This design comes from an exercise in tuning for small area, a short achievable clock period and few clock cycles on the open sky130 flow, not from production work. Function was checked by simulation only, so behaviour that the tests miss may differ from the original. Power and IR drop assume default switching activity.

## flow/config.mk

```make
export PLATFORM = sky130hd
export DESIGN_NAME = ssdv_recoder
export DESIGN_NICKNAME = ssdv_recoder
export VERILOG_FILES = /design/flow/design.v
export SDC_FILE = /design/flow/constraint.sdc
export NUM_CORES = 4
export LEC_CHECK = 0
export CAP_MARGIN = 20
export CORE_MARGIN = 2
export CORE_UTILIZATION = 40
export PLACE_DENSITY = 0.6
export SETUP_SLACK_MARGIN = 3.0
export SLEW_MARGIN = 20
export SYNTH_MEMORY_MAX_BITS = 65536
export TNS_END_PERCENT = 10
```

## flow/constraint.sdc

```tcl
create_clock -name core_clock -period 8.0 [get_ports {clk}]
set_input_delay 1.6000 -clock core_clock [delete_from_list [all_inputs] [get_ports {clk}]]
set_output_delay 1.6000 -clock core_clock [all_outputs]
set_load 0.01 [all_outputs]
```

## flow/design.v

```verilog
module ssdv_huff_rom (
    input  wire        ac,
    input  wire        chroma,
    input  wire [3:0]  run,
    input  wire [3:0]  size,
    output reg  [4:0]  len,
    output reg  [15:0] code
);
    reg  [3:0] first16;
    reg  [7:0] base;
    always @(*) begin
        case ({chroma, run})
            5'h00: begin first16 = 4'd9; base = 8'h79; end
            5'h01: begin first16 = 4'd6; base = 8'h7e; end
            5'h02: begin first16 = 4'd5; base = 8'h84; end
            5'h03: begin first16 = 4'd4; base = 8'h8b; end
            5'h04: begin first16 = 4'd3; base = 8'h93; end
            5'h05: begin first16 = 4'd3; base = 8'h9b; end
            5'h06: begin first16 = 4'd3; base = 8'ha3; end
            5'h07: begin first16 = 4'd3; base = 8'hab; end
            5'h08: begin first16 = 4'd3; base = 8'hb3; end
            5'h09: begin first16 = 4'd2; base = 8'hbc; end
            5'h0a: begin first16 = 4'd2; base = 8'hc5; end
            5'h0b: begin first16 = 4'd2; base = 8'hce; end
            5'h0c: begin first16 = 4'd2; base = 8'hd7; end
            5'h0d: begin first16 = 4'd2; base = 8'he0; end
            5'h0e: begin first16 = 4'd1; base = 8'hea; end
            5'h0f: begin first16 = 4'd1; base = 8'hf4; end
            5'h10: begin first16 = 4'd11; base = 8'h00; end
            5'h11: begin first16 = 4'd7; base = 8'h81; end
            5'h12: begin first16 = 4'd6; base = 8'h86; end
            5'h13: begin first16 = 4'd5; base = 8'h8c; end
            5'h14: begin first16 = 4'd3; base = 8'h94; end
            5'h15: begin first16 = 4'd3; base = 8'h9c; end
            5'h16: begin first16 = 4'd3; base = 8'ha4; end
            5'h17: begin first16 = 4'd3; base = 8'hac; end
            5'h18: begin first16 = 4'd2; base = 8'hb5; end
            5'h19: begin first16 = 4'd2; base = 8'hbe; end
            5'h1a: begin first16 = 4'd2; base = 8'hc7; end
            5'h1b: begin first16 = 4'd2; base = 8'hd0; end
            5'h1c: begin first16 = 4'd2; base = 8'hd9; end
            5'h1d: begin first16 = 4'd2; base = 8'he2; end
            5'h1e: begin first16 = 4'd2; base = 8'heb; end
            5'h1f: begin first16 = 4'd2; base = 8'hf4; end
            default: begin first16 = 4'd11; base = 8'h00; end
        endcase
    end
    wire [7:0] lo16 = base + {4'd0, size};
    always @(*) begin
        len = 5'd0; code = 16'h0000;
        if (ac && size >= first16) begin
            len = 5'd16; code = {8'hFF, lo16};
        end else begin
            case ({ac, chroma, run, size})
                10'h000: begin len = 5'd2; code = 16'h0000; end
                10'h001: begin len = 5'd3; code = 16'h0002; end
                10'h002: begin len = 5'd3; code = 16'h0003; end
                10'h003: begin len = 5'd3; code = 16'h0004; end
                10'h004: begin len = 5'd3; code = 16'h0005; end
                10'h005: begin len = 5'd3; code = 16'h0006; end
                10'h006: begin len = 5'd4; code = 16'h000e; end
                10'h007: begin len = 5'd5; code = 16'h001e; end
                10'h008: begin len = 5'd6; code = 16'h003e; end
                10'h009: begin len = 5'd7; code = 16'h007e; end
                10'h00a: begin len = 5'd8; code = 16'h00fe; end
                10'h00b: begin len = 5'd9; code = 16'h01fe; end
                10'h100: begin len = 5'd2; code = 16'h0000; end
                10'h101: begin len = 5'd2; code = 16'h0001; end
                10'h102: begin len = 5'd2; code = 16'h0002; end
                10'h103: begin len = 5'd3; code = 16'h0006; end
                10'h104: begin len = 5'd4; code = 16'h000e; end
                10'h105: begin len = 5'd5; code = 16'h001e; end
                10'h106: begin len = 5'd6; code = 16'h003e; end
                10'h107: begin len = 5'd7; code = 16'h007e; end
                10'h108: begin len = 5'd8; code = 16'h00fe; end
                10'h109: begin len = 5'd9; code = 16'h01fe; end
                10'h10a: begin len = 5'd10; code = 16'h03fe; end
                10'h10b: begin len = 5'd11; code = 16'h07fe; end
                10'h200: begin len = 5'd4; code = 16'h000a; end
                10'h201: begin len = 5'd2; code = 16'h0000; end
                10'h202: begin len = 5'd2; code = 16'h0001; end
                10'h203: begin len = 5'd3; code = 16'h0004; end
                10'h204: begin len = 5'd4; code = 16'h000b; end
                10'h205: begin len = 5'd5; code = 16'h001a; end
                10'h206: begin len = 5'd7; code = 16'h0078; end
                10'h207: begin len = 5'd8; code = 16'h00f8; end
                10'h208: begin len = 5'd10; code = 16'h03f6; end
                10'h211: begin len = 5'd4; code = 16'h000c; end
                10'h212: begin len = 5'd5; code = 16'h001b; end
                10'h213: begin len = 5'd7; code = 16'h0079; end
                10'h214: begin len = 5'd9; code = 16'h01f6; end
                10'h215: begin len = 5'd11; code = 16'h07f6; end
                10'h221: begin len = 5'd5; code = 16'h001c; end
                10'h222: begin len = 5'd8; code = 16'h00f9; end
                10'h223: begin len = 5'd10; code = 16'h03f7; end
                10'h224: begin len = 5'd12; code = 16'h0ff4; end
                10'h231: begin len = 5'd6; code = 16'h003a; end
                10'h232: begin len = 5'd9; code = 16'h01f7; end
                10'h233: begin len = 5'd12; code = 16'h0ff5; end
                10'h241: begin len = 5'd6; code = 16'h003b; end
                10'h242: begin len = 5'd10; code = 16'h03f8; end
                10'h251: begin len = 5'd7; code = 16'h007a; end
                10'h252: begin len = 5'd11; code = 16'h07f7; end
                10'h261: begin len = 5'd7; code = 16'h007b; end
                10'h262: begin len = 5'd12; code = 16'h0ff6; end
                10'h271: begin len = 5'd8; code = 16'h00fa; end
                10'h272: begin len = 5'd12; code = 16'h0ff7; end
                10'h281: begin len = 5'd9; code = 16'h01f8; end
                10'h282: begin len = 5'd15; code = 16'h7fc0; end
                10'h291: begin len = 5'd9; code = 16'h01f9; end
                10'h2a1: begin len = 5'd9; code = 16'h01fa; end
                10'h2b1: begin len = 5'd10; code = 16'h03f9; end
                10'h2c1: begin len = 5'd10; code = 16'h03fa; end
                10'h2d1: begin len = 5'd11; code = 16'h07f8; end
                10'h2f0: begin len = 5'd11; code = 16'h07f9; end
                10'h300: begin len = 5'd2; code = 16'h0000; end
                10'h301: begin len = 5'd2; code = 16'h0001; end
                10'h302: begin len = 5'd3; code = 16'h0004; end
                10'h303: begin len = 5'd4; code = 16'h000a; end
                10'h304: begin len = 5'd5; code = 16'h0018; end
                10'h305: begin len = 5'd5; code = 16'h0019; end
                10'h306: begin len = 5'd6; code = 16'h0038; end
                10'h307: begin len = 5'd7; code = 16'h0078; end
                10'h308: begin len = 5'd9; code = 16'h01f4; end
                10'h309: begin len = 5'd10; code = 16'h03f6; end
                10'h30a: begin len = 5'd12; code = 16'h0ff4; end
                10'h311: begin len = 5'd4; code = 16'h000b; end
                10'h312: begin len = 5'd6; code = 16'h0039; end
                10'h313: begin len = 5'd8; code = 16'h00f6; end
                10'h314: begin len = 5'd9; code = 16'h01f5; end
                10'h315: begin len = 5'd11; code = 16'h07f6; end
                10'h316: begin len = 5'd12; code = 16'h0ff5; end
                10'h321: begin len = 5'd5; code = 16'h001a; end
                10'h322: begin len = 5'd8; code = 16'h00f7; end
                10'h323: begin len = 5'd10; code = 16'h03f7; end
                10'h324: begin len = 5'd12; code = 16'h0ff6; end
                10'h325: begin len = 5'd15; code = 16'h7fc2; end
                10'h331: begin len = 5'd5; code = 16'h001b; end
                10'h332: begin len = 5'd8; code = 16'h00f8; end
                10'h333: begin len = 5'd10; code = 16'h03f8; end
                10'h334: begin len = 5'd12; code = 16'h0ff7; end
                10'h341: begin len = 5'd6; code = 16'h003a; end
                10'h342: begin len = 5'd9; code = 16'h01f6; end
                10'h351: begin len = 5'd6; code = 16'h003b; end
                10'h352: begin len = 5'd10; code = 16'h03f9; end
                10'h361: begin len = 5'd7; code = 16'h0079; end
                10'h362: begin len = 5'd11; code = 16'h07f7; end
                10'h371: begin len = 5'd7; code = 16'h007a; end
                10'h372: begin len = 5'd11; code = 16'h07f8; end
                10'h381: begin len = 5'd8; code = 16'h00f9; end
                10'h391: begin len = 5'd9; code = 16'h01f7; end
                10'h3a1: begin len = 5'd9; code = 16'h01f8; end
                10'h3b1: begin len = 5'd9; code = 16'h01f9; end
                10'h3c1: begin len = 5'd9; code = 16'h01fa; end
                10'h3d1: begin len = 5'd11; code = 16'h07f9; end
                10'h3e1: begin len = 5'd14; code = 16'h3fe0; end
                10'h3f0: begin len = 5'd10; code = 16'h03fa; end
                10'h3f1: begin len = 5'd15; code = 16'h7fc3; end
                default: ;
            endcase
        end
    end
endmodule
module ssdv_recoder (
    input  wire        clk,
    input  wire        rst,
    input  wire        in_valid,
    output wire        in_ready,
    input  wire [1:0]  in_op,
    input  wire [11:0] in_coef,
    input  wire [7:0]  in_qs,
    input  wire [7:0]  in_qd,
    input  wire [1:0]  in_comp,
    input  wire        in_rb,
    input  wire        in_dec,
    output reg         out_valid,
    input  wire        out_ready,
    output reg  [7:0]  out_byte
);
    localparam OP_COEF = 2'd0, OP_EOB = 2'd1, OP_SYNC = 2'd2, OP_INIT = 2'd3;
    localparam W = 40;             
    localparam [3:0] T_AC = 4'd0, T_ACL = 4'd1, T_EOB = 4'd2, T_SYNC = 4'd3,
                     T_INIT = 4'd4;   
    wire stall;
    assign in_ready = !stall;
    wire adv = !stall;
    reg  [5:0]  k;
    reg         decb;
    reg  [15:0] dcs0, dcs1, dcs2;
    wire        is_dc  = (k == 6'd0);
    wire [15:0] v16    = {{4{in_coef[11]}}, in_coef};
    wire [15:0] dcs_c  = (in_comp == 2'd0) ? dcs0 : (in_comp == 2'd1) ? dcs1 : dcs2;
    wire [15:0] dc_abs = (decb && in_rb) ? v16 : (dcs_c + v16);
    wire [15:0] xb     = is_dc ? dc_abs : v16;
    reg  [3:0]  b_tag;
    always @(*) begin
        case (in_op)
            OP_COEF: b_tag = is_dc ? {1'b1, in_rb, in_comp} : (k == 6'd63) ? T_ACL : T_AC;
            OP_EOB:  b_tag = T_EOB;
            OP_SYNC: b_tag = T_SYNC;
            default: b_tag = T_INIT | {3'd0, in_dec};
        endcase
    end
    reg         bv;
    reg  [3:0]  btag;
    reg  [15:0] bx;            
    reg         bneg;
    reg  [7:0]  bqs, bqd;
    always @(posedge clk) begin
        if (rst) begin
            k <= 6'd0; decb <= 1'b0;
            dcs0 <= 16'd0; dcs1 <= 16'd0; dcs2 <= 16'd0;
            bv <= 1'b0;
        end else if (adv) begin
            bv <= in_valid;
            if (in_valid) begin
                case (in_op)
                    OP_COEF: begin
                        k <= k + 6'd1;
                        if (is_dc) begin
                            if (in_comp == 2'd0) dcs0 <= dc_abs;
                            if (in_comp == 2'd1) dcs1 <= dc_abs;
                            if (in_comp == 2'd2) dcs2 <= dc_abs;
                        end
                    end
                    OP_EOB: k <= 6'd0;
                    OP_INIT: begin
                        decb <= in_dec;
                        dcs0 <= 16'd0; dcs1 <= 16'd0; dcs2 <= 16'd0;
                    end
                    default: ;
                endcase
            end
        end
    end
    always @(posedge clk) begin
        if (adv) begin
            btag <= b_tag;
            bx   <= xb ^ {16{xb[15]}};
            bneg <= xb[15];
            bqs  <= in_qs;
            bqd  <= in_qd;
        end
    end
    function [45:0] csa;       
        input [22:0] a, b, c;
        begin
            csa[22:0]  = a ^ b ^ c;
            csa[45:23] = {(a[21:0] & b[21:0]) | (a[21:0] & c[21:0]) | (b[21:0] & c[21:0]), 1'b0};
        end
    endfunction
    reg  [22:0] pp [0:9];
    integer pi;
    always @(*) begin
        for (pi = 0; pi < 8; pi = pi + 1)
            pp[pi] = {7'd0, bx & {16{bqs[pi]}}} << pi;
        pp[8] = bneg ? {15'd0, bqs} : 23'd0;
        pp[9] = {16'd0, bqd[7:1]};
    end
    wire [45:0] c_l1a = csa(pp[0], pp[1], pp[2]);
    wire [45:0] c_l1b = csa(pp[3], pp[4], pp[5]);
    wire [45:0] c_l1c = csa(pp[6], pp[7], pp[8]);
    wire [45:0] c_l2a = csa(c_l1a[22:0], c_l1a[45:23], c_l1b[22:0]);
    wire [45:0] c_l2b = csa(c_l1b[45:23], c_l1c[22:0], c_l1c[45:23]);
    wire [45:0] c_l3  = csa(c_l2a[22:0], c_l2a[45:23], c_l2b[22:0]);
    wire [45:0] c_l4  = csa(c_l3[22:0], c_l3[45:23], c_l2b[45:23]);
    wire [45:0] c_l5  = csa(c_l4[22:0], c_l4[45:23], pp[9]);
    reg         cv;
    reg  [3:0]  ctag;
    reg  [22:0] cs, cc;
    reg  [7:0]  cqd;
    reg         cneg;
    always @(posedge clk) begin
        if (rst) cv <= 1'b0;
        else if (adv) cv <= bv;
        if (adv) begin
            ctag <= btag; cs <= c_l5[22:0]; cc <= c_l5[45:23]; cqd <= bqd; cneg <= bneg;
        end
    end
    function [9:0] div4;       
        input [7:0] r; input [1:0] b; input [7:0] d; input [9:0] d3;
        reg [9:0] sh; reg [10:0] t1, t2, t3;
        begin
            sh = {r, b};
            t1 = {1'b0, sh} - {3'b0, d};
            t2 = {1'b0, sh} - {2'b0, d, 1'b0};
            t3 = {1'b0, sh} - {1'b0, d3};
            if (!t3[10])      div4 = {2'd3, t3[7:0]};
            else if (!t2[10]) div4 = {2'd2, t2[7:0]};
            else if (!t1[10]) div4 = {2'd1, t1[7:0]};
            else              div4 = {2'd0, sh[7:0]};
        end
    endfunction
    wire [22:0] d_n   = cs + cc;
    wire        d_sat = (d_n[22:10] >= {5'd0, cqd});
    wire [9:0]  d_3   = {2'd0, cqd} + {1'b0, cqd, 1'b0};
    wire [9:0]  d_s0  = div4(d_n[17:10], d_n[9:8], cqd, d_3);
    reg         dv;
    reg  [3:0]  dtag;
    reg  [7:0]  drem;
    reg  [7:0]  dlo;
    reg  [1:0]  dq;
    reg         dsat;
    reg  [7:0]  dqd;
    reg  [9:0]  dd3;
    reg         dneg;
    always @(posedge clk) begin
        if (rst) dv <= 1'b0;
        else if (adv) dv <= cv;
        if (adv) begin
            dtag <= ctag; drem <= d_s0[7:0]; dlo <= d_n[7:0]; dq <= d_s0[9:8];
            dsat <= d_sat; dqd <= cqd; dd3 <= d_3; dneg <= cneg;
        end
    end
    wire [9:0]  e_s0 = div4(drem, dlo[7:6], dqd, dd3);
    wire [9:0]  e_s1 = div4(e_s0[7:0], dlo[5:4], dqd, dd3);
    reg         ev;
    reg  [3:0]  etag;
    reg  [7:0]  erem;
    reg  [3:0]  elo;
    reg  [5:0]  eq;
    reg         esat;
    reg  [7:0]  eqd;
    reg  [9:0]  ed3;
    reg         eneg;
    always @(posedge clk) begin
        if (rst) ev <= 1'b0;
        else if (adv) ev <= dv;
        if (adv) begin
            etag <= dtag; erem <= e_s1[7:0]; elo <= dlo[3:0];
            eq <= {dq, e_s0[9:8], e_s1[9:8]};
            esat <= dsat; eqd <= dqd; ed3 <= dd3; eneg <= dneg;
        end
    end
    wire [9:0]  f_s0  = div4(erem, elo[3:2], eqd, ed3);
    wire [9:0]  f_s1  = div4(f_s0[7:0], elo[1:0], eqd, ed3);
    wire [10:0] f_mag = esat ? ((etag[3] && eneg) ? 11'd1024 : 11'd1023)
                             : {1'b0, eq, f_s0[9:8], f_s1[9:8]};
    reg         fv;
    reg  [3:0]  ftag;
    reg  [10:0] fmag;
    reg         fneg;
    always @(posedge clk) begin
        if (rst) fv <= 1'b0;
        else if (adv) fv <= ev;
        if (adv) begin
            ftag <= etag; fmag <= f_mag; fneg <= eneg;
        end
    end
    reg         decg;
    reg  [11:0] ndd0, ndd1, ndd2;    
    function [3:0] size_of;
        input [10:0] m;
        integer i;
        begin
            size_of = 4'd0;
            for (i = 0; i < 11; i = i + 1)
                if (m[i]) size_of = i + 1;
        end
    endfunction
    wire        g_isdc  = ftag[3];
    wire [1:0]  g_comp  = ftag[1:0];
    wire        g_rb    = ftag[2];
    wire [11:0] g_nd    = (g_comp == 2'd0) ? ndd0 : (g_comp == 2'd1) ? ndd1 : ndd2;
    wire [11:0] g_m12   = {1'b0, fmag} ^ {12{fneg}};
    wire [11:0] g_e     = g_m12 + ((!decg && g_rb) ? 12'd0 : g_nd) + {11'd0, fneg};
    wire [11:0] g_newnd = ({1'b0, fmag} ^ {12{!fneg}}) + {11'd0, !fneg};
    wire [10:0] g_u     = g_e[10:0] ^ {11{g_e[11]}};
    wire        g_mask  = &(g_u[9:0] | ~g_u[10:1]);
    wire [3:0]  g_dsize = size_of(g_u) + {3'd0, g_e[11] && g_mask};
    wire [10:0] g_dvb   = g_e[11] ? (g_e[10:0] - 11'd1) : g_e[10:0];
    wire [3:0]  g_size  = g_isdc ? g_dsize : size_of(fmag);
    wire [10:0] g_vb    = g_isdc ? g_dvb : (fmag ^ {11{fneg}});
    reg         gv;
    reg  [3:0]  gtag;
    reg  [10:0] gvb;           
    reg  [3:0]  gsize;
    reg         gpush;         
    always @(posedge clk) begin
        if (rst) begin
            gv <= 1'b0; decg <= 1'b0;
            ndd0 <= 12'd0; ndd1 <= 12'd0; ndd2 <= 12'd0;
        end else if (adv) begin
            gv <= fv;
            if (fv && g_isdc) begin
                if (g_comp == 2'd0) ndd0 <= g_newnd;
                if (g_comp == 2'd1) ndd1 <= g_newnd;
                if (g_comp == 2'd2) ndd2 <= g_newnd;
            end
            if (fv && ftag[3:1] == 3'b010) begin
                decg <= ftag[0];
                ndd0 <= 12'd0; ndd1 <= 12'd0; ndd2 <= 12'd0;
            end
        end
        if (adv) begin
            gtag <= ftag; gvb <= g_vb; gsize <= g_size;
            gpush <= !(ftag[3:1] == 3'b010) && !(ftag == T_AC && fmag == 11'd0);
        end
    end
    reg         dech;
    reg         g;             
    reg  [5:0]  run;
    wire        h_isdc = gtag[3];
    wire        h_gch  = (gtag[1:0] != 2'd0);
    wire        h_ac   = (gtag[3:1] == 3'b000);
    wire        h_acl  = (gtag == T_ACL);
    wire        h_eob  = (gtag == T_EOB);
    wire        h_sync = (gtag == T_SYNC);
    wire        h_init = (gtag[3:1] == 3'b010);
    wire        h_zero = (gsize == 4'd0);
    wire        h_zrl  = h_ac && !h_zero && (run >= 6'd16);
    wire        h_g    = h_isdc ? h_gch : g;
    wire [10:0] h_vb   = gvb & ~(11'h7FF << gsize);
    wire [4:0]  rom_len;
    wire [15:0] rom_code;
    ssdv_huff_rom u_rom (.ac(!h_isdc), .chroma(h_g),
                         .run(h_isdc ? 4'd0 : run[3:0]), .size(gsize),
                         .len(rom_len), .code(rom_code));
    reg         pv;
    reg  [4:0]  plen;
    reg  [25:0] pbits;
    reg  [W-1:0] acc;
    reg  [5:0]  cnt;
    reg  [5:0]  ncnt;          
    reg         zpend;
    wire        room    = ({1'b0, plen} <= ncnt);
    wire        p_hold  = pv && !room;
    wire        p_take  = pv && room;
    wire [2:0]  h_pad   = 3'd0 - (cnt[2:0] + (p_take ? plen[2:0] : 3'd0));
    reg         h_push;
    reg  [4:0]  h_len;
    reg  [25:0] h_bits;
    always @(*) begin
        h_push = 1'b0; h_len = 5'd0; h_bits = 26'd0;
        if (h_isdc || (h_ac && !h_zero && !h_zrl)) begin
            h_push = 1'b1;
            h_len  = rom_len + {1'b0, gsize};
            h_bits = ({10'd0, rom_code} << gsize) | {15'd0, h_vb};
        end else if (h_zrl) begin
            h_push = 1'b1;
            h_len  = g ? 5'd10 : 5'd11;
            h_bits = g ? 26'h3FA : 26'h7F9;
        end else if (h_eob || h_acl) begin
            h_push = 1'b1;
            h_len  = g ? 5'd2 : 5'd4;
            h_bits = g ? 26'd0 : 26'd10;
        end else if (h_sync) begin
            h_push = 1'b1;
            h_len  = {2'd0, h_pad};
            h_bits = {19'd0, ~(7'h7F << h_pad)};
        end
    end
    wire        init_ok = !pv && (cnt < 6'd8);
    wire        h_done  = !gv || (h_init ? init_ok :
                                  (h_zrl ? 1'b0 : (!gpush || !p_hold)));
    assign stall = !h_done;
    always @(posedge clk) begin
        if (rst) begin
            dech <= 1'b0; g <= 1'b0; run <= 6'd0;
        end else if (gv) begin
            if (h_isdc) begin
                if (!p_hold) begin
                    g   <= h_gch;
                    run <= 6'd0;
                end
            end else if (h_ac) begin
                if (h_zero) begin
                    if (h_acl) begin
                        if (!p_hold) run <= 6'd0;
                    end else begin
                        run <= run + 6'd1;
                    end
                end else if (!p_hold) begin
                    if (h_zrl) run <= run - 6'd16;
                    else       run <= 6'd0;
                end
            end else if (h_eob) begin
                if (!p_hold) run <= 6'd0;
            end else if (h_init) begin
                if (init_ok) dech <= gtag[0];
            end
        end
    end
    wire        out_free = !out_valid || out_ready;
    wire        pop      = out_free && !zpend && (cnt >= 6'd8);
    wire [5:0]  amt      = ncnt - {1'b0, plen};
    wire [W+25:0] placed = {{W{1'b0}}, pbits} << amt;
    wire [W-1:0] acc_or  = p_take ? (acc | placed[W-1:0]) : acc;
    always @(posedge clk) begin
        if (rst) begin
            pv <= 1'b0; acc <= {W{1'b0}}; cnt <= 6'd0; ncnt <= W[5:0]; zpend <= 1'b0;
            out_valid <= 1'b0; out_byte <= 8'd0;
        end else begin
            if (!p_hold) begin
                pv    <= gv && gpush;
                plen  <= h_len;
                pbits <= h_bits;
            end
            acc <= pop ? {acc_or[W-9:0], 8'd0} : acc_or;
            cnt <= cnt - (pop ? 6'd8 : 6'd0) + (p_take ? {1'b0, plen} : 6'd0);
            ncnt <= ncnt + (pop ? 6'd8 : 6'd0) - (p_take ? {1'b0, plen} : 6'd0);
            if (out_free) begin
                if (zpend) begin
                    out_valid <= 1'b1;
                    out_byte  <= 8'h00;
                    zpend     <= 1'b0;
                end else if (cnt >= 6'd8) begin
                    out_valid <= 1'b1;
                    out_byte  <= acc[W-1:W-8];
                    if (dech && acc[W-1:W-8] == 8'hFF) zpend <= 1'b1;
                end else begin
                    out_valid <= 1'b0;
                end
            end
        end
    end
endmodule
```

## flow/run.sh

```bash
#!/bin/bash
# synth_recipe.tcl (not shown) runs the flow's synth.tcl, then flattens the netlist and writes it again
# the make line also repeats each setting of config.mk as NAME=value (left out here)
make -C /OpenROAD-flow-scripts/flow DESIGN_CONFIG=/design/flow/config.mk WORK_HOME=/design/flow/orfs CLKGATE_MAP_FILE= SYNTH_SCRIPT=/design/flow/synth_recipe.tcl finish
```

==> metrics.csv, run 1 <==
metric,value,unit
synthFlopType,edfxtp_1,
synth_area,34100,sq um
swShare,45.4,%
holdBufCountCts,0,
status,no timing/DRC/antenna violations,
dp_hpwl,66400,um
via_per_inst,5.52,
synth_area_per_cell,8.91,sq um
dieWidth,296,um
synth-simple-area-share,16.9,%
max_cap_violations,0,
num_rows,107,
cts_tree,yes,
cp_data_arrival_time,5.25,ns
gp_congestion,0.950,
drc,0,
synth_area_leaders,"edfxtp_1 (21%), ha_1 (11%), dfxtp_1 (9.9%), fa_1 (6.6%), mux2i_1 (5.9%)",
overflow,0,
ys_ff_latch,412,
period_needed,4.89,ns
cts_htree_levels,2,
p_int,8.62,mW
grt_pass1_wl,144000,um
hold_class,reg -> reg,
synth_fa_ha_area_share,17.4,%
synth_seq_area_share,31.3,%
power_leakage,16.1,nW
grt.total_usage,20.4,%
rr_worst_depth,16,
layout.cells.non_filler,5027,
synth_top_family_by_area,adder cells,
vias,27729,
holdPathStages,0,
grt_busiest_layer,met2,
worst_hold_path.endpoint,esat$_DFFE_PP_,
synth_cell_types,101,
post-route-period-util,61.2,%
antenna_left,0,
cts.sinks,412,
wirelength,89800,um
max_freq,0.204,GHz
setup_viol,0,
initial_core_util,40.2,%
r2r_slack,3.12,ns
finalSetupTns,0,ns
p_comb_share,64.0,%
final_nets,4289,
pwr-share-seq,21.9,%
ys_warn_count,3,
hp-start,dsat$_DFFE_PP_,
worst_slew_pin_slew,1.16,ns
first_pass_iters,6,
gr-usage-met2,33.6,%
synthesis.nets,4276,
hold_ws,0.400,ns
slew_headroom,22.7,%
placed_cells,4888,
synthCells,3831,
cts-root-buf,clkbuf_16,
drtIter0Drc,1931,
synth_compound_area_share,16.5,%
rsz0062_at_grt,yes,
hold_violations,0,
die_h,296,um
finalMaxSlewViolations,0,
required,8.35,ns
netSwitchingPower,7.16,mW
end_kind,register,
power,15.8,mW
p_per_area,414,nW/um^2
timing.rr.start,dqd[1]$_DFFE_PP_,
start_kind,input pin,
cts.reportedPaths.clkPinSlew,0.06,ns
synthXorXnorAreaFrac,4.61,%
synth_async_sr_flop_share,0,%
drive_gt1_share,7.55,%
coreArea,84900,sq um
port-buffer-count,47,
finalClockSkew,0.0447,ns
area_delta_synth_final,11.7,%
cts_buffer_depth,3,
synthMuxAreaShare,7.14,%
use_met1,27.5,%
grtUsageMet3,2.53,%
clkPwrFrac,14.1,%
grt_pass1_vias,26802,
antenna_found_initial,0,
crit_type,in -> reg,
reg2reg_to,erem[1]$_DFFE_PP_,
cts_buffers,49,
synth_edf_count,243,
synth_top_area_share,21.4,%
grt_max_degree,132,
clk_latency,0.62,ns
synth_top_area_cell,edfxtp_1,
io_pins,48,
dieArea,87700,sq um
num_antenna_cells,0,
path_max_fanout,20,
ir_drop,0.283,mV
avgRoutedWirePerCell,17.9,um
-- cell usage after synthesis (30+ instances only) --
master    number
o21ai_0      174
a211oi_1      61
nor2b_1       58
nand2_1      293
xor2_1        77
nand2b_1      46
clkbuf_1     116
nor3_1        85
ha_1         295
edfxtp_1     243
buf_2         30
a21o_1        62
xnor2_1      101
and2_1       103
fa_1         112
mux2i_1      202
a21oi_1      238
nand3_1       83
nor2_1       386
o21a_1        30
o21bai_1      30
inv_1        355
dfxtp_1      169
-- stage by stage --
stage / setup WS (ns) / area, sq um / utilization, %
2_1_floorplan: 1.76 / 34200 / -
3_3_place_gp: 2.33 / 35700 / 42.0
3_5_place_dp: 2.23 / 35700 / 42.0
4_1_cts: 2.94 / 37600 / 44.3
5_1_grt: 2.84 / 38100 / 44.9
6_report: 3.11 / 38100 / 44.9
-- cells in the final DEF, fill, tap and decap left out, types with 13 or more instances in the layout --
cell type        count
or3_1               24
nor3b_1             13
nand2b_1            44
o21ai_0            168
a31oi_1             20
mux2_2              29
clkdlybuf4s50_1     45
nor3_1              83
o21a_1              29
mux2i_1            199
xnor2_1             94
a211oi_1            61
nor2_1             383
a21boi_0            15
xor2_1              75
dfxtp_1            168
a21oi_1            228
nand3_1             83
fa_1               111
nand2_1            288
o211ai_1            19
nand4_1             21
o21bai_1            30
clkbuf_16           51
nor4_1              18
inv_1              352
and2_1             102
buf_4               77
and3_1              15
a21o_1              61
o21ai_1             23
ha_1               288
a22o_1              13
clkbuf_1            14
o31ai_1             16
edfxtp_1           243
nor2b_1             56
o22ai_1             23
-- layout make-up --
type / count / area (sq um)
Multi-Input combinational cell: 2890 / 21800
Clock inverter: 18 / 201
Sequential cell: 412 / 10700
Clock buffer: 72 / 1430
Inverter: 357 / 1350
Tap cell: 1144 / 1430
Timing Repair Buffer: 134 / 1200
Fill cell: 8395 / 46800
-- critical path: stages --
cell and delay, ns:
clkdlybuf4s50_1 0.47, buf_6 0.26, mux2i_1 0.24, o21ai_0 0.10
ha_1 0.37, nand3_1 0.09, o211ai_1 0.34, o2111a_1 0.31
nor3_1 0.08, or3_1 0.39, o211a_4 0.24, or3_1 0.38
and2_1 0.18, xnor2_1 0.12, nor2_1 0.05
-- cells by family (layout without fill, tap and decap cells) --
family	after synthesis	in the layout
DFF	412	412
and+or+nand+nor	1204	1204
buffers and inverters	529	581
muxes	236	236
AOI/OAI and AO/OA	864	864
adders and majority gates	407	407
xor gates and xnor gates	179	179
-- sequential cells by signal, summed over array words and instances (netlist names), 9 cells and up --
signal  flops
acc        40
pbits      26
cs         23
cc         22
dcs0       16
dcs1       16
dcs2       16
bx         15
ndd0       12
ndd1       12
ndd2       12
fmag       11
gvb        11
dd3         9
ed3         9
-- metal layers --
layer	wire, um	vias up
li1	-	13568
met1	40500	13185
met2	42000	780
met3	4490	196
met4	2860	0
met5	0	-
-- repair_timing --
action | in CTS | in global routing
pin swaps | 2 | 12
gates resized for setup | 27 | 55
setup endpoints to repair | 47 | 71
buffers inserted | 15 | 33
-- power groups by stage --
stage | Clock [mW] | Combinational (mW) | Sequential [mW]
3_3_place_gp | 0 | 9.50 | 3.51
4_1_cts | 2.30 | 9.77 | 3.47
6_report | 2.23 | 10.1 | 3.46
3_5_place_dp | 0 | 9.58 | 3.52
5_1_grt | 2.38 | 11.4 | 3.52
2_1_floorplan | 0 | 7.39 | 3.30
-- how the worst max path moves through the flow --
stage / startpoint / endpoint / slack, ns / cells after the start
global route: dlo[6]$_DFFE_PP_ / erem[3]$_DFFE_PP_ / 2.84 / 23
finish: in_comp[0] / bx[14]$_DFFE_PP_ / 3.11 / 15
global placement: in_comp[0] / bx[14]$_DFFE_PP_ / 2.33 / 14
detailed placement: dqd[0]$_DFFE_PP_ / erem[2]$_DFFE_PP_ / 2.23 / 22
floorplan: plen[0]$_DFFE_PP_ / dcs1[0]$_SDFFE_PP0P_ / 1.76 / 12
CTS: cs[8]$_DFFE_PP_ / drem[4]$_DFFE_PP_ / 2.94 / 16
Testbench counts, summed over its fixed seeds: cycles 22,021.
==> run 2, diff against run 1 <==
--- a/flow/design.v
+++ b/flow/design.v
@@ -267,5 +267,8 @@
     wire [45:0] c_l5  = csa(c_l4[22:0], c_l4[45:23], pp[9]);
+    wire [8:0]  c_lo  = {1'b0, c_l5[7:0]} + {1'b0, c_l5[30:23]};
     reg         cv;
     reg  [3:0]  ctag;
-    reg  [22:0] cs, cc;
+    reg  [7:0]  clo;           
+    reg         cci;           
+    reg  [14:0] cs, cc;        
     reg  [7:0]  cqd;
@@ -276,3 +279,4 @@
         if (adv) begin
-            ctag <= btag; cs <= c_l5[22:0]; cc <= c_l5[45:23]; cqd <= bqd; cneg <= bneg;
+            ctag <= btag; clo <= c_lo[7:0]; cci <= c_lo[8];
+            cs <= c_l5[22:8]; cc <= c_l5[45:31]; cqd <= bqd; cneg <= bneg;
         end
@@ -293,3 +297,4 @@
     endfunction
-    wire [22:0] d_n   = cs + cc;
+    wire [14:0] d_nh  = cs + cc + {14'd0, cci};
+    wire [22:0] d_n   = {d_nh, clo};
     wire        d_sat = (d_n[22:10] >= {5'd0, cqd});
--- a/flow/config.mk
+++ b/flow/config.mk
@@ -11,5 +11,5 @@
 export PLACE_DENSITY = 0.6
-export SETUP_SLACK_MARGIN = 3.0
+export SETUP_SLACK_MARGIN = 3.9
 export SLEW_MARGIN = 20
 export SYNTH_MEMORY_MAX_BITS = 65536
-export TNS_END_PERCENT = 10
+export TNS_END_PERCENT = 5
==> metrics.csv, run 2 <==
metric,value,unit,change
hold_violations,0,,unchanged
vias,28294,,+2.0%
worst_slew_pin_slew,1.10,ns,-0.0616 ns
layout.cells.non_filler,5118,,+1.8%
end_kind,output pin,,
synth_area_per_cell,8.91,sq um,about the same
clkPwrFrac,13.8,%,-0.3 points
finalClockSkew,0.0413,ns,-0.00344 ns
synth_area,33800,sq um,-1.0%
synth_async_sr_flop_share,0,%,unchanged
synth_cell_types,112,,+11%
path_max_fanout,2,,-90%
dp_hpwl,65900,um,-0.74%
start_kind,register,,
max_stage_delay,0.41,ns,-0.06 ns
top_regs,"acc: 40 flops, pbits: 26 flops",,
reg2reg_to,erem[5]$_DFFE_PP_,,
drc,0,,unchanged
final_core_util,47.9,%,+3.0 points
place_ws,2.46,ns,+0.236 ns
hold_class,reg -> reg,,
wirelength,94400,um,+5.1%
synth.top_cells.by_count,"nor2_1 (384), inv_1 (350), nand2_1 (314)",,
ys_ff_latch,406,,-1.5%
num_antenna_cells,0,,unchanged
cts.sinks,406,,-1.5%
regMostFlops,acc,,
crit_chain,ha_4 -> inv_1 -> fa_2 -> a21o_1 -> a21oi_4 -> o2111ai_2 -> a211oi_4 -> bufinv_16 -> buf_2,,
post-route-period-util,56.2,%,-4.9 points
gp_congestion,0.996,,+4.9%
clk_latency,0.60,ns,-0.02 ns
swShare,44.1,%,-1.3 points
grt_max_degree,78,,-41%
p_per_area,401,nW/um^2,-3.1%
io_pins,48,,unchanged
synth_edf_count,237,,-2.5%
coreArea,83700,sq um,-1.4%
cts_htree_levels,2,,unchanged
cts_buffer_depth,3,,unchanged
drtIter0Drc,1989,,+3.0%
power_leakage,17.0,nW,+5.3%
placed_cells,4848,,-0.82%
grt.total_usage,21.3,%,+0.90 points
cp_data_arrival_time,2.90,ns,-2.35 ns
dieWidth,295,um,-0.51%
rr_worst_depth,22,,+6
num_rows,106,,-0.93%
avgRoutedWirePerCell,18.5,um,+3.2%
antenna_left,0,,unchanged
cts_tree,yes,,
port-buffer-count,47,,unchanged
slew_headroom,26.9,%,+4.3 points
cts.reportedPaths.clkPinSlew,0.06,ns,about the same
synth.most_common_cell,nor2_1,,
setup_ws,3.50,ns,+0.395 ns
area_delta_synth_final,18.6,%,
finalMaxSlewViolations,0,,unchanged
required,6.40,ns,-1.95 ns
finalSetupTns,0,ns,unchanged
synth_seq_area_share,31.1,%,-0.21 points
p_comb_share,65.4,%,+1.4 points
grt_pass1_vias,27229,,+1.6%
setup_viol,0,,unchanged
layout_common_cells,"nor2_1 (370), inv_1 (336), nand2_1 (303)",,
holdBufCountCts,0,,unchanged
via_per_inst,5.53,,+0.22%
grt_pass1_wl,149000,um,+3.3%
initial_core_util,40.4,%,+0.15 points
status,no timing/DRC/antenna violations,,
pwr-share-seq,20.8,%,-1.1 points
ys_warn_count,3,,unchanged
synth_top_area_share,21.1,%,-0.31 points
cts_buffers,45,,-8.2%
final_common_cell,nor2_1,,
antenna_found_initial,1,,+1
synth_top_area_cell,edfxtp_1,,
final_nets,4393,,+2.4%
synthFlopType,edfxtp_1,,
max_freq,0.222,GHz,+8.8%
drive_gt1_share,15.5,%,+7.9 points
ir_drop,0.291,mV,+2.6%
critPathCapture,in_ready,,
rsz0062_at_grt,yes,,
overflow,0,,unchanged
synthesis.nets,4237,,-0.91%
max_cap_violations,0,,unchanged
crit_path_start,plen[0]$_DFFE_PP_,,
slowest_stage,edfxtp_1,,
r2r_slack,3.51,ns,+0.39 ns
synthCells,3791,,-1.0%
cts-root-buf,clkbuf_16,,
period_needed,4.50,ns,-0.395 ns
crit_type,reg -> out,,
timing.rr.start,dlo[6]$_DFFE_PP_,,
largest_reg_flops,40,,unchanged
die_h,295,um,-0.51%
netSwitchingPower,7.09,mW,-1.0%
dieArea,86800,sq um,-1.0%
p_int,8.99,mW,+4.3%
first_pass_iters,6,,unchanged
synth_area_leaders,"edfxtp_1 (21%), ha_1 (11%), dfxtp_1 (10%), fa_1 (6.8%), mux2i_1 (5.6%)",,
[run 2: cell types whose count changed in the layout (fill, tap and decap cells not counted), moves of 15 or more]
cell	delta
buf_4	+111
ha_1	-24
o21ai_0	-24
a21oi_1	-21
a21oi_2	+21
ha_4	+18
nand3_1	-17
nor3_1	-17
inv_1	-16
nand2_1	+15
nor2b_1	-15
[run 2: worst min path at each step]
stage	startpoint	endpoint	slack, ns	cells after the start
detailed placement	clo[4]$_DFFE_PP_	dlo[4]$_DFFE_PP_	0.40	0
finish	clo[4]$_DFFE_PP_	dlo[4]$_DFFE_PP_	0.41	0
global placement	etag[1]$_DFFE_PP_	ftag[1]$_DFFE_PP_	0.40	0
global route	clo[4]$_DFFE_PP_	dlo[4]$_DFFE_PP_	0.41	0
CTS	clo[4]$_DFFE_PP_	dlo[4]$_DFFE_PP_	0.41	0
floorplan	bqd[0]$_DFFE_PP_	cqd[0]$_DFFE_PP_	0.40	0
[run 2: worst max-delay path: cells and delay by family, from the launching register on]
family / cells / cell delay [ns]
AO/OA/AOI/OAI: 4 / 0.91
adder cells (fa/ha/maj): 2 / 0.55
buffers and inverters: 3 / 0.42
flip-flops: 1 / 0.41
[run 2: final cells by class]
cell class / instances / area, sq um
Sequential cell: 406 / 10500
Timing Repair inverter: 3 / 26.3
Timing Repair Buffer: 267 / 2420
Inverter: 358 / 1390
Multi-Input combinational cell: 2866 / 22700
Clock buffer: 63 / 1340
Tap cell: 1134 / 1420
Fill cell: 7939 / 43600
Clock inverter: 21 / 264
[run 2: kinds of logic (layout without fill, tap and decap cells)]
group                    Yosys count  in the layout  synth area share [%]
AND/OR/NAND/NOR                 1194           1194                  17.1
AO/OA/AOI/OAI                    862            863                  16.7
buffers and inverters            520            712                  6.00
adder cells (fa/ha/maj)          408            408                  17.6
flip-flops                       406            406                  31.1
multiplexers                     218            218                  6.65
XOR/XNOR                         183            183                  4.79
[run 2: power by group through the flow]
stage / logic (mW) / clock network (mW) / registers (mW)
final: 10.5 / 2.23 / 3.35
after global routing: 11.8 / 2.36 / 3.40
after CTS: 9.87 / 2.28 / 3.36
after detailed placement: 9.23 / 0 / 3.42
after global placement: 9.11 / 0 / 3.42
after floorplan: 7.30 / 0 / 3.22
[run 2: layer usage]
layer  part of all wire [%]  GRT usage [%]
met5                      0              0
met4                    3.3           6.93
met3                    4.8           2.57
met2                     46           34.5
met1                     46           29.3
[run 2: through the flow]
stage	power, mW	hold slack, ns	cell area, sq um
after global placement	12.5	0.402	35500
after CTS	15.5	0.407	38600
after floorplan	10.5	0.400	34000
after global routing	17.5	0.409	40100
final	16.1	0.410	40100
after detailed placement	12.6	0.405	35500
[run 2: what timing repair did]
item                                    in CTS  in global routing
cloned                                       4                  4
endpoints found under the setup margin     193                184
resized for setup                          143                201
buffers inserted                           110                 68
pin swaps                                   73                 85
Testbench counts of run 2, summed over its fixed seeds: cycles 22,021.
==> run 3, diff against run 2 <==
--- a/flow/config.mk
+++ b/flow/config.mk
@@ -11,3 +11,3 @@
 export PLACE_DENSITY = 0.6
-export SETUP_SLACK_MARGIN = 3.9
+export SETUP_SLACK_MARGIN = 3.3
 export SLEW_MARGIN = 20
==> metrics.csv, run 3 <==
metric,value,unit,change
status,no timing/DRC/antenna violations,,
die_h,295,um,unchanged
synth_area,33800,sq um,unchanged
via_per_inst,5.45,,-1.4%
gp_congestion,0.969,,-2.7%
grt_pass1_vias,26115,,-4.1%
max_cap_violations,0,,unchanged
synth_cell_types,112,,unchanged
setup_ws,3.31,ns,-0.189 ns
synthMuxAreaShare,6.65,%,unchanged
port-buffer-count,47,,unchanged
coreArea,83700,sq um,unchanged
ys_warn_count,3,,unchanged
num_antenna_cells,0,,unchanged
finalClockSkew,0.0412,ns,-0.0000354 ns
fillers,8152,,+2.7%
crit_chain,ha_1 -> buf_8 -> and3_1 -> a311oi_2 -> o2111ai_2 -> a211oi_2 -> buf_6 -> clkinv_16 -> buf_2,,
max_freq,0.213,GHz,-4.0%
synth_top_area_share,21.1,%,unchanged
cts.sinks,406,,unchanged
area_delta_synth_final,12.9,%,
io_pins,48,,unchanged
placed_cells,4848,,unchanged
synth_async_sr_flop_share,0,%,unchanged
synthXorXnorAreaFrac,4.79,%,unchanged
synthFlopType,edfxtp_1,,
cts_htree_levels,2,,unchanged
antenna_found_initial,0,,-1
final_nets,4293,,-2.3%
synth_edf_count,237,,unchanged
synth_top_family_by_area,adder cells,,
post-route-period-util,58.6,%,+2.4 points
overflow,0,,unchanged
grt.total_usage,20.1,%,-1.1 points
hold_violations,0,,unchanged
top_regs,"acc: 40 flops, pbits: 26 flops",,
hold_ws,0.414,ns,+0.00381 ns
dp_hpwl,65300,um,-0.88%
drtIter0Drc,1960,,-1.5%
layout_common_cells,"nor2_1 (380), inv_1 (345), nand2_1 (307)",,
layout.cells.non_filler,5018,,-2.0%
synth.most_common_cell,nor2_1,,
synth.top_cells.by_count,"nor2_1 (384), inv_1 (350), nand2_1 (314)",,
slowest_stage,edfxtp_1,,
synthesis.nets,4237,,unchanged
vias,27356,,-3.3%
wirelength,88900,um,-5.8%
start_kind,register,,
cts.reportedPaths.clkPinSlew,0.06,ns,about the same
multi_input_area,21800,sq um,-3.9%
slew_headroom,28.2,%,+1.3 points
period_needed,4.69,ns,+0.189 ns
synth_compound_area_share,16.7,%,unchanged
max_stage_delay,0.41,ns,about the same
setup_viol,0,,unchanged
grt_pass1_wl,142000,um,-4.8%
first_pass_iters,8,,+2
hold_class,reg -> reg,,
antenna_left,0,,unchanged
cts-root-buf,clkbuf_16,,
initial_core_util,40.4,%,unchanged
register_area,10500,sq um,unchanged
place_ws,1.95,ns,-0.512 ns
synth_area_leaders,"edfxtp_1 (21%), ha_1 (11%), dfxtp_1 (10%), fa_1 (6.8%), mux2i_1 (5.6%)",,
worst-path-buf-inv,4,,+1
final_common_cell,nor2_1,,
p_per_area,397,nW/um^2,-1.0%
synth-simple-area-share,17.1,%,unchanged
synth_seq_area_share,31.1,%,unchanged
synth_area_per_cell,8.91,sq um,unchanged
finalMaxSlewViolations,0,,unchanged
avgRoutedWirePerCell,17.7,um,-3.9%
synthCells,3791,,unchanged
drc,0,,unchanged
path_max_fanout,34,,+32
ys_ff_latch,406,,unchanged
power_leakage,16.2,nW,-4.6%
holdBufCountCts,0,,unchanged
dieWidth,295,um,unchanged
synth_top_area_cell,edfxtp_1,,
crit_family,compound AO/OA/AOI/OAI gates,,
dieArea,86800,sq um,unchanged
worst_slew_pin_slew,1.08,ns,-0.0194 ns
regMostFlops,acc,,
synth_fa_ha_area_share,17.6,%,unchanged
drive_gt1_share,9.78,%,-5.7 points
end_kind,output pin,,
num_rows,106,,unchanged
rsz0062_at_grt,yes,,
grt_max_degree,144,,+85%
cts_tree,yes,,
required,6.40,ns,about the same
largest_reg_flops,40,,unchanged
finalSetupTns,0,ns,unchanged
cts_buffers,45,,unchanged
cp_data_arrival_time,3.09,ns,+0.19 ns
cts_buffer_depth,3,,unchanged
crit_type,reg -> out,,
clk_latency,0.62,ns,+0.02 ns
ir_drop,0.284,mV,-2.3%
-- run 3: cell count changes in the layout (fill, tap and decap cells not counted), sizes merged, moves of 4 or more --
| cell | previous run | this run |
|---|---|---|
| clkinvlp | 2 | 8 |
| clkbuf | 68 | 57 |
| clkinv | 15 | 19 |
| buf | 218 | 124 |
-- run 3: cells by family after synthesis --
| family | Yosys count |
|---|---|
| mux | 218 |
| simple gates | 1194 |
| flops | 406 |
| buf+inv | 520 |
| compound gates | 862 |
| fa+ha+maj | 408 |
| xor+xnor | 183 |
-- run 3: where the power goes --
group	switching (mW)	internal [mW]
combinational	5.49	4.23
clock	0.922	1.18
sequential	0.344	2.99
-- run 3: layer usage --
layer  vias up  track usage, %  wire, um
met4         0            5.67      2430
li1      13482               -         -
met2       680            32.7     40500
met3       143            2.23      4030
met5         -               0         0
met1     13051            28.3     41900
-- run 3: final cells by class --
type                       count  share of cell area [%]
clock buffer                  56                    3.14
sequential                   406                    27.5
inverter                     358                    3.62
timing repair buffer         169                    3.90
multi-input combinational   2865                    57.2
tap                         1134                    3.72
timing repair inverter         2                  0.0591
clock inverter                28                   0.794
-- run 3: path summary, 6_finish.rpt --
| path | startpoint | endpoint | slack (ns) | depth (start not counted) |
|---|---|---|---|---|
| worst min register to register | dlo[3]$_DFFE_PP_ | elo[3]$_DFFE_PP_ | 0.41 | 0 |
| worst max-delay path | plen[0]$_DFFE_PP_ | in_ready | 3.31 | 9 |
| worst min-delay path | dlo[3]$_DFFE_PP_ | elo[3]$_DFFE_PP_ | 0.41 | 0 |
| worst max register to register | dlo[6]$_DFFE_PP_ | erem[1]$_DFFE_PP_ | 3.41 | 21 |
-- run 3: what timing repair did --
| item | in CTS | in global routing |
|---|---|---|
| endpoints found under the setup margin | 68 | 88 |
| gates resized for setup | 34 | 120 |
| setup buffers | 14 | 70 |
| endpoints found under the hold margin | 0 | 0 |
| pin swaps | 5 | 30 |
| cloned | 0 | 2 |
-- run 3: stage by stage --
| stage | utilization (%) | power, mW | instance area [sq um] |
|---|---|---|---|
| floorplan | - | 10.4 | 33800 |
| global placement | 42.2 | 12.4 | 35300 |
| detailed placement | 42.2 | 12.5 | 35300 |
| CTS | 44.3 | 14.9 | 37100 |
| global route | 45.6 | 16.7 | 38100 |
| finish | 45.6 | 15.2 | 38100 |
==> run 4, diff against run 3 <==
--- a/flow/config.mk
+++ b/flow/config.mk
@@ -11,3 +11,3 @@
 export PLACE_DENSITY = 0.6
-export SETUP_SLACK_MARGIN = 3.3
+export SETUP_SLACK_MARGIN = 3.6
 export SLEW_MARGIN = 20
==> metrics.csv, run 4 <==
metric,value,unit,change
synthCells,3791,,unchanged
wirelength,90700,um,+2.0%
regMostFlops,acc,,
ir_drop,0.338,mV,+19%
ys_ff_latch,406,,unchanged
num_antenna_cells,0,,unchanged
cts_htree_levels,2,,unchanged
cts_tree,yes,,
max_freq,0.220,GHz,+3.3%
register_area,10500,sq um,unchanged
synth_area_per_cell,8.91,sq um,unchanged
hold_violations,0,,unchanged
dieWidth,295,um,unchanged
cp_data_arrival_time,4.87,ns,+1.78 ns
synth_compound_area_share,16.7,%,unchanged
clk_latency,0.60,ns,-0.02 ns
path_max_fanout,35,,+2.9%
layout.cells.non_filler,5018,,unchanged
io_pins,48,,unchanged
placed_cells,4846,,-0.041%
cts_buffers,45,,unchanged
ys_warn_count,3,,unchanged
finalSetupTns,0,ns,unchanged
synth_fa_ha_area_share,17.6,%,unchanged
die_h,295,um,unchanged
synth_async_sr_flop_share,0,%,unchanged
synthXorXnorAreaFrac,4.79,%,unchanged
synth-simple-area-share,17.1,%,unchanged
drive_gt1_share,10.4,%,+0.64 points
grt_max_degree,77,,-47%
port-buffer-count,47,,unchanged
area_delta_synth_final,13.8,%,
worst_slew_pin_slew,1.04,ns,-0.0342 ns
cts.sinks,406,,unchanged
synth_area_leaders,"edfxtp_1 (21%), ha_1 (11%), dfxtp_1 (10%), fa_1 (6.8%), mux2i_1 (5.6%)",,
initial_core_util,40.4,%,unchanged
first_pass_iters,6,,-2
gp_congestion,0.943,,-2.7%
synth_edf_count,237,,unchanged
coreArea,83700,sq um,unchanged
antenna_found_initial,0,,unchanged
synthesis.nets,4237,,unchanged
grt_pass1_wl,147000,um,+3.3%
synth.top_cells.by_count,"nor2_1 (384), inv_1 (350), nand2_1 (314)",,
slew_headroom,30.0,%,+1.7 points
p_per_area,401,nW/um^2,+0.91%
vias,27690,,+1.2%
power_leakage,16.3,nW,+0.95%
synthFlopType,edfxtp_1,,
overflow,0,,unchanged
via_per_inst,5.52,,+1.2%
end_kind,register,,
rsz0062_at_grt,yes,,
hold_class,reg -> reg,,
num_rows,106,,unchanged
dp_hpwl,65400,um,+0.12%
top_regs,"acc: 40 flops, pbits: 26 flops",,
synth_cell_types,112,,unchanged
final_core_util,45.9,%,+0.39 points
setup_viol,0,,unchanged
drc,0,,unchanged
drtIter0Drc,2167,,+11%
cts.reportedPaths.clkPinSlew,0.06,ns,about the same
fillers,8071,,-0.99%
antenna_left,0,,unchanged
synth_top_area_cell,edfxtp_1,,
final_common_cell,nor2_1,,
period_needed,4.54,ns,-0.148 ns
start_kind,input pin,,
synth_top_area_share,21.1,%,unchanged
required,8.33,ns,+1.93 ns
grt_pass1_vias,27000,,+3.4%
avgRoutedWirePerCell,18.1,um,+2.0%
multi_input_area,22100,sq um,+1.1%
crit_type,in -> reg,,
finalClockSkew,0.0273,ns,-0.0140 ns
largest_reg_flops,40,,unchanged
cts_buffer_depth,3,,unchanged
status,no timing/DRC/antenna violations,,
dieArea,86800,sq um,unchanged
synthMuxAreaShare,6.65,%,unchanged
synth_seq_area_share,31.1,%,unchanged
synth_top_family_by_area,adder cells,,
synth.most_common_cell,nor2_1,,
post-route-period-util,56.7,%,-1.9 points
max_cap_violations,0,,unchanged
holdBufCountCts,0,,unchanged
finalMaxSlewViolations,0,,unchanged
cts-root-buf,clkbuf_16,,
synth_area,33800,sq um,unchanged
final_nets,4295,,+0.047%
grt.total_usage,20.8,%,+0.68 points
layout_common_cells,"nor2_1 (376), inv_1 (341), nand2_1 (307)",,
[run 4: worst max-delay path: stages]
cell	delay, ns
clkdlybuf4s50_1	0.51
buf_12	0.20
nand2_1	0.07
o21ai_1	0.10
ha_1	0.25
a21o_1	0.17
a21oi_1	0.22
o21bai_1	0.14
a21oi_2	0.23
nor4_2	0.10
o211a_1	0.29
o31ai_4	0.32
buf_12	0.17
xor2_4	0.25
xor2_1	0.17
nor2_1	0.06
[run 4: metrics by stage]
stage,area [sq um],hold WS (ns),power (mW),setup slack (ns)
after global placement,35400,0.400,12.5,2.31
final,38500,0.419,15.4,3.46
after detailed placement,35400,0.406,12.6,2.25
after floorplan,33900,0.400,10.5,3.50
after CTS,38100,0.417,15.3,3.47
after global routing,38500,0.430,17.0,3.27
[run 4: area by class of cell]
type                    count  area share, %
flip-flops and latches    406           27.3
repair inverters            1         0.0228
inverters                 358           3.57
clock buffers              58           3.24
repair buffers            172           4.12
clock inverters            24          0.661
well taps                1134           3.69
multi-input cells        2865           57.4
[run 4: cell families after synthesis]
family | after synthesis
flip-flops | 406
AO/OA/AOI/OAI | 862
multiplexers | 218
XOR/XNOR | 183
AND/OR/NAND/NOR | 1194
adder cells (fa/ha/maj) | 408
buffers and inverters | 520
[run 4: path summary, 6_finish.rpt]
check | start | endpoint | slack [ns] | depth (start not counted)
setup / recovery | in_comp[1] | bx[13]$_DFFE_PP_ | 3.46 | 16
hold / removal | clo[5]$_DFFE_PP_ | dlo[5]$_DFFE_PP_ | 0.42 | 0
setup reg to reg | dlo[6]$_DFFE_PP_ | erem[1]$_DFFE_PP_ | 3.51 | 21
hold reg to reg | clo[5]$_DFFE_PP_ | dlo[5]$_DFFE_PP_ | 0.42 | 0
[run 4: where the power goes]
group | internal, mW | total, mW | switching [mW]
Combinational | 4.37 | 9.97 | 5.59
Clock | 1.21 | 2.11 | 0.896
Sequential | 2.99 | 3.35 | 0.359
Total | 8.57 | 15.4 | 6.85
[run 4: layer usage]
layer / global-route usage [%] / vias to the layer above / wire, um
met3: 2.23 / 149 / 4130
met4: 6.04 / 0 / 2370
met5: 0 / - / 0
li1: - / 13484 / -
met2: 34.0 / 743 / 41900
met1: 29.0 / 13314 / 42400
[run 4: what timing repair did]
item / CTS / global route
gates resized for setup: 106 / 71
pin swaps: 42 / 14
setup endpoints to repair: 88 / 94
endpoints found under the hold margin: 0 / 0
buffers inserted: 74 / 10
cloned: 4 / 1
==> run 5, diff against run 4 <==
--- a/flow/config.mk
+++ b/flow/config.mk
@@ -10,3 +10,3 @@
 export CORE_UTILIZATION = 40
-export PLACE_DENSITY = 0.6
+export PLACE_DENSITY = 0.75
 export SETUP_SLACK_MARGIN = 3.6
==> metrics.csv, run 5 <==
metric,value,unit,change
status,no timing/DRC/antenna violations,,
synth_cell_types,112,,unchanged
area_delta_synth_final,13.8,%,about the same
crit_type,reg -> reg,,
cp_data_arrival_time,5.08,ns,+0.21 ns
synth_seq_area_share,31.1,%,unchanged
p_int,8.85,mW,+3.3%
synth_edf_count,237,,unchanged
power_leakage,16.3,nW,-0.42%
path_max_fanout,43,,+23%
finalSetupTns,0,ns,unchanged
ir_drop,0.293,mV,-13%
period_needed,4.78,ns,+0.242 ns
clkPwrFrac,13.4,%,-0.2 points
end_kind,register,,
synth_async_sr_flop_share,0,%,unchanged
start_kind,register,,
cts_htree_levels,2,,unchanged
critPathCapture,plen[4]$_SDFFCE_PP0P_,,
synth.most_common_cell,nor2_1,,
required,8.29,ns,-0.04 ns
initial_core_util,40.4,%,unchanged
grt_pass1_vias,27388,,+1.4%
vias,28350,,+2.4%
finalMaxSlewViolations,0,,unchanged
synth_area_leaders,"edfxtp_1 (21%), ha_1 (11%), dfxtp_1 (10%), fa_1 (6.8%), mux2i_1 (5.6%)",,
max_cap_violations,0,,unchanged
dieArea,86800,sq um,unchanged
synthCells,3791,,unchanged
hp-start,clo[5]$_DFFE_PP_,,
synth.top_cells.by_count,"nor2_1 (384), inv_1 (350), nand2_1 (314)",,
dieWidth,295,um,unchanged
final_nets,4299,,+0.093%
cts-root-buf,clkbuf_16,,
antenna_found_initial,0,,unchanged
fillers,7738,,-4.1%
synth_area,33800,sq um,unchanged
io_pins,48,,unchanged
antenna_left,0,,unchanged
overflow,0,,unchanged
power,15.9,mW,+3.4%
top_regs,"acc: 40 flops, pbits: 26 flops",,
wirelength,89800,um,-1.0%
clk_latency,0.58,ns,-0.02 ns
slew_headroom,29.4,%,-0.60 points
gp_congestion,0.961,,+1.9%
crit_path_start,gsize[2]$_DFFE_PP_,,
finalClockSkew,0.0211,ns,-0.00612 ns
coreArea,83700,sq um,unchanged
cts_buffers,43,,-4.4%
grt.total_usage,20.0,%,-0.78 points
cts_buffer_depth,3,,unchanged
hold_violations,0,,unchanged
max_freq,0.209,GHz,-5.1%
final_common_cell,nor2_1,,
port-buffer-count,47,,unchanged
regMostFlops,acc,,
largest_reg_flops,40,,unchanged
cts_tree,yes,,
pwr-share-seq,21.1,%,-0.6 points
num_rows,106,,unchanged
post-route-period-util,59.8,%,+3.0 points
num_antenna_cells,0,,unchanged
avgRoutedWirePerCell,17.9,um,-1.1%
synthFlopType,edfxtp_1,,
register_area,10500,sq um,unchanged
drc,0,,unchanged
layout_common_cells,"nor2_1 (372), inv_1 (342), nand2_1 (308)",,
synthesis.nets,4237,,unchanged
synth_area_per_cell,8.91,sq um,unchanged
synth_top_area_cell,edfxtp_1,,
ys_warn_count,3,,unchanged
first_pass_iters,6,,unchanged
via_per_inst,5.65,,+2.3%
drive_gt1_share,10.6,%,+0.20 points
timing.rr.start,gsize[2]$_DFFE_PP_,,
multi_input_area,22100,sq um,about the same
swShare,44.5,%,+0.066 points
hold_class,reg -> reg,,
worst_slew_pin_slew,1.06,ns,+0.0170 ns
p_per_area,415,nW/um^2,+3.4%
ys_ff_latch,406,,unchanged
reg2reg_to,plen[4]$_SDFFCE_PP0P_,,
r2r_slack,3.22,ns,-0.29 ns
rsz0062_at_grt,yes,,
cts.sinks,406,,unchanged
grt_max_degree,84,,+9.1%
p_comb_share,65.5,%,+0.9 points
setup_viol,0,,unchanged
drtIter0Drc,2445,,+13%
netSwitchingPower,7.09,mW,+3.5%
die_h,295,um,unchanged
grt_pass1_wl,142000,um,-3.1%
dp_hpwl,64800,um,-0.89%
synth_top_area_share,21.1,%,unchanged
cts.reportedPaths.clkPinSlew,0.06,ns,about the same
hold_ws,0.418,ns,-0.000876 ns
rr_worst_depth,18,,-14%
[run 5: cell counts after synthesis]
No cell type changed its count.
[run 5: critical path: stages (launching register included)]
cell and delay [ns]:
edfxtp_1 0.36, buf_4 0.30, nor2_2 0.59, nand2_1 0.20, a211oi_1 0.87, nor3_2 0.20
nand3_1 0.16, nor2_1 0.07, nand2_1 0.06, o21ai_0 0.13, nor2_1 0.32, ha_1 0.25
inv_1 0.07, fa_1 0.43, inv_1 0.07, a21o_1 0.10, a21oi_1 0.07, xnor2_1 0.14
nor2_1 0.07
[run 5: per-layer routing]
metal | global-route usage, % | up-vias | part of all wire (%)
li1 | - | 13470 | -
met1 | 26.9 | 13529 | 43
met2 | 32.6 | 1117 | 46
met3 | 2.71 | 234 | 7.0
met4 | 7.86 | 0 | 4.1
met5 | 0 | - | 0
[run 5: kinds of logic (layout without fill, tap and decap cells)]
kind of cell | count (synthesis) | after routing | share of synthesized area, %
xor gates and xnor gates | 183 | 183 | 4.79
adders and majority gates | 408 | 408 | 17.6
buffers and inverters | 520 | 616 | 6.00
DFF | 406 | 406 | 31.1
and+or+nand+nor | 1194 | 1194 | 17.1
muxes | 218 | 218 | 6.65
AOI/OAI and AO/OA | 862 | 863 | 16.7
[run 5: timing repair]
action                                 CTS  global route
setup buffers                           60            38
setup endpoints to repair              105           113
resized for setup                       78           106
endpoints found under the hold margin    0             0
pin swaps                               31            29
gates cloned                             0             1
hold buffers                             0             0
[run 5: per-stage QoR]
step           area [sq um]  std cells  util [%]  setup WS (ns)
6_report              38400       5022      45.9           3.22
5_1_grt               38400       5022      45.9           3.02
4_1_cts               37700       4983      45.0           3.26
3_5_place_dp          35400       4843      42.3           1.85
3_3_place_gp          35400       4843      42.3           2.02
2_1_floorplan         33900       3791         -           3.50
[run 5: layout make-up]
class,instances,share of cell area (%)
Tap cell,1134,3.69
Inverter,358,3.59
Clock inverter,26,0.768
Clock buffer,54,3.15
Multi-Input combinational cell,2866,57.4
Timing Repair Buffer,178,4.06
Sequential cell,406,27.3
[run 5: worst min path at each step]
stage                                   end  slack [ns]  cells past startpoint
after floorplan            cqd[0]$_DFFE_PP_        0.40                      0
after global placement    ftag[0]$_DFFE_PP_        0.40                      0
after detailed placement   dlo[5]$_DFFE_PP_        0.40                      0
after CTS                 ctag[0]$_DFFE_PP_        0.42                      0
after global routing       dlo[1]$_DFFE_PP_        0.43                      0
final                      dlo[5]$_DFFE_PP_        0.42                      0
[run 5: power by group through the flow]
stage | sequential (mW) | clock (mW) | combinational (mW)
after floorplan | 3.22 | 0 | 7.30
after global placement | 3.40 | 0 | 8.97
after detailed placement | 3.41 | 0 | 9.26
after CTS | 3.37 | 2.17 | 10.0
after global routing | 3.40 | 2.24 | 11.7
final | 3.36 | 2.13 | 10.5
==> run 6, diff against run 5 <==
--- a/flow/design.v
+++ b/flow/design.v
@@ -180,3 +180,3 @@
     localparam OP_COEF = 2'd0, OP_EOB = 2'd1, OP_SYNC = 2'd2, OP_INIT = 2'd3;
-    localparam W = 40;             
+    localparam W = 36;             
     localparam [3:0] T_AC = 4'd0, T_ACL = 4'd1, T_EOB = 4'd2, T_SYNC = 4'd3,
@@ -496,3 +496,3 @@
             pv <= 1'b0; acc <= {W{1'b0}}; cnt <= 6'd0; ncnt <= W[5:0]; zpend <= 1'b0;
-            out_valid <= 1'b0; out_byte <= 8'd0;
+            out_valid <= 1'b0;
         end else begin
--- a/flow/config.mk
+++ b/flow/config.mk
@@ -10,3 +10,3 @@
 export CORE_UTILIZATION = 40
-export PLACE_DENSITY = 0.75
+export PLACE_DENSITY = 0.6
 export SETUP_SLACK_MARGIN = 3.6
==> metrics.csv, run 6 <==
metric,value,unit,change
ys_ff_latch,402,,-0.99%
finalSetupTns,0,ns,unchanged
power_leakage,16.4,nW,+1.0%
drc,0,,unchanged
synth_seq_area_share,31.1,%,+0.065 points
grt_pass1_wl,148000,um,+3.9%
synth_area_per_cell,8.86,sq um,-0.57%
ys_warn_count,3,,unchanged
final_nets,4350,,+1.2%
initial_core_util,40.3,%,about the same
start_kind,register,,
die_h,294,um,-0.10%
register_area,10500,sq um,unchanged
synthCells,3805,,+0.37%
synth_top_area_cell,edfxtp_1,,
crit_type,reg -> out,,
synth_cell_types,98,,-13%
max_freq,0.216,GHz,+3.1%
slowest_stage,edfxtp_1,,
fillers,7994,,+3.3%
num_antenna_cells,0,,unchanged
grt.total_usage,21.0,%,+1.0 points
place_ws,2.12,ns,+0.268 ns
max_stage_delay,0.46,ns,-0.41 ns
period_needed,4.64,ns,-0.146 ns
final_common_cell,nor2_1,,
wirelength,93000,um,+3.5%
via_per_inst,5.63,,-0.31%
ir_drop,0.302,mV,+3.1%
hold_class,reg -> reg,,
cts.reportedPaths.clkPinSlew,0.06,ns,about the same
status,no timing/DRC/antenna violations,,
first_pass_iters,5,,-1
coreArea,83600,sq um,-0.16%
layout_common_cells,"nor2_1 (356), inv_1 (339), nand2_1 (336)",,
cts_htree_levels,2,,unchanged
synth_edf_count,245,,+3.4%
io_pins,48,,unchanged
hold_violations,0,,unchanged
fin_area,38900,sq um,+1.2%
largest_reg_flops,36,,-10%
synthFlopType,edfxtp_1,,
cts_buffers,47,,+9.3%
multi_input_area,22100,sq um,+0.34%
synth_top_area_share,21.8,%,+0.76 points
cp_data_arrival_time,3.04,ns,-2.04 ns
drive_gt1_share,12.3,%,+1.7 points
synth_async_sr_flop_share,0,%,unchanged
overflow,0,,unchanged
[run 6: cell count changes after synthesis, moves of 11 or more]
cell / before / now
nor3_1: 72 / 92
nor2b_1: 53 / 66
mux2i_1: 190 / 175
dfxtp_1: 169 / 157
a31oi_1: 23 / 35
nand2_1: 314 / 340
nor2_1: 384 / 362
o21ai_0: 181 / 169
nand3_1: 68 / 80
xor2_1: 72 / 61
[run 6: path summary, 6_finish.rpt]
kind	from	end	slack [ns]	cells after the start
worst min-delay path	btag[1]$_DFFE_PP_	ctag[1]$_DFFE_PP_	0.42	0
worst min register to register	btag[1]$_DFFE_PP_	ctag[1]$_DFFE_PP_	0.42	0
worst max register to register	gtag[3]$_DFFE_PP_	plen[4]$_SDFFCE_PP0P_	3.38	17
worst max-delay path	gtag[3]$_DFFE_PP_	in_ready	3.36	9
[run 6: timing repair]
item,4_1_cts,5_1_grt
setup endpoints to repair,262,105
gates cloned,7,1
resized for setup,132,102
hold buffers,0,0
pin swaps,46,46
buffers inserted,47,68
[run 6: cells by family (layout without fill, tap and decap cells)]
family          count (synthesis)  in the layout  synth area share [%]
compound gates                828            829                  15.8
fa+ha+maj                     408            408                  17.7
flops                         402            402                  31.1
mux                           197            197                  6.20
xor+xnor                      177            177                  4.60
buf+inv                       519            652                  6.04
simple gates                 1274           1278                  18.5
[run 6: stage by stage]
| stage | power (mW) | std cells |
|---|---|---|
| 2_1_floorplan | 10.3 | 3805 |
| 3_3_place_gp | 12.3 | 4812 |
| 3_5_place_dp | 12.5 | 4812 |
| 4_1_cts | 15.5 | 4954 |
| 5_1_grt | 17.4 | 5023 |
| 6_report | 15.9 | 5023 |
[run 6: worst max-delay path, delay by kind of cell (launching register included)]
kind / cells / cell delay (ns)
DFF: 1 / 0.46
buffers and inverters: 5 / 0.88
and+or+nand+nor: 3 / 0.71
AOI/OAI and AO/OA: 1 / 0.38
[run 6: layout make-up]
class / count / area share (%)
sequential: 402 / 27.0
timing repair buffer: 211 / 4.73
inverter: 352 / 3.44
timing repair inverter: 1 / 0.0129
clock buffer: 54 / 3.33
multi-input combinational: 2889 / 57.0
clock inverter: 34 / 1.05
tap: 1080 / 3.48
[run 6: layer usage]
| layer | routed length (um) | part of all wire (%) | track usage [%] | vias to the layer above |
|---|---|---|---|---|
| li1 | - | - | - | 13649 |
| met1 | 42500 | 46 | 28.9 | 13608 |
| met2 | 43000 | 46 | 34.3 | 822 |
| met3 | 4480 | 4.8 | 2.36 | 188 |
| met4 | 2970 | 3.2 | 7.32 | 0 |
| met5 | 0 | 0 | 0 | - |
[run 6: report_power, final]
group	switching [mW]	internal, mW
Combinational	5.81	4.48
Clock	0.953	1.35
Sequential	0.358	2.97
Total	7.12	8.80
Testbench counts of run 6, summed over its fixed seeds: cycles 22,094.

what the ideal ports hide:
The results above use ideal ports. As a check the final layouts listed here were re-extracted and re-timed, cells and wires unchanged.
Step 1 assumes that a clkbuf_16 drives the clock port and a buf_2 every other input.
Step 2, shift: input delay + t, output delay - t, t = (earliest + latest rising clock arrival at the registers) / 2. This alone moves slack from input paths to output paths.
a / b / c = ideal ports / drivers / drivers and shift; a / b = the first two.
run | t (ns) | setup slack, ns
run 1 | 0.666 | 3.106 / 3.119 / 2.483
run 2 | 0.651 | 3.501 / 3.431 / 3.275
run 3 | 0.655 | 3.312 / 3.255 / 2.818
run 4 | 0.655 | 3.461 / 3.428 / 2.854
run 5 | 0.643 | 3.219 / 3.202 / 2.765
run 6 | 0.667 | 3.365 / 3.298 / 2.968
After both steps every run listed still meets setup and hold.
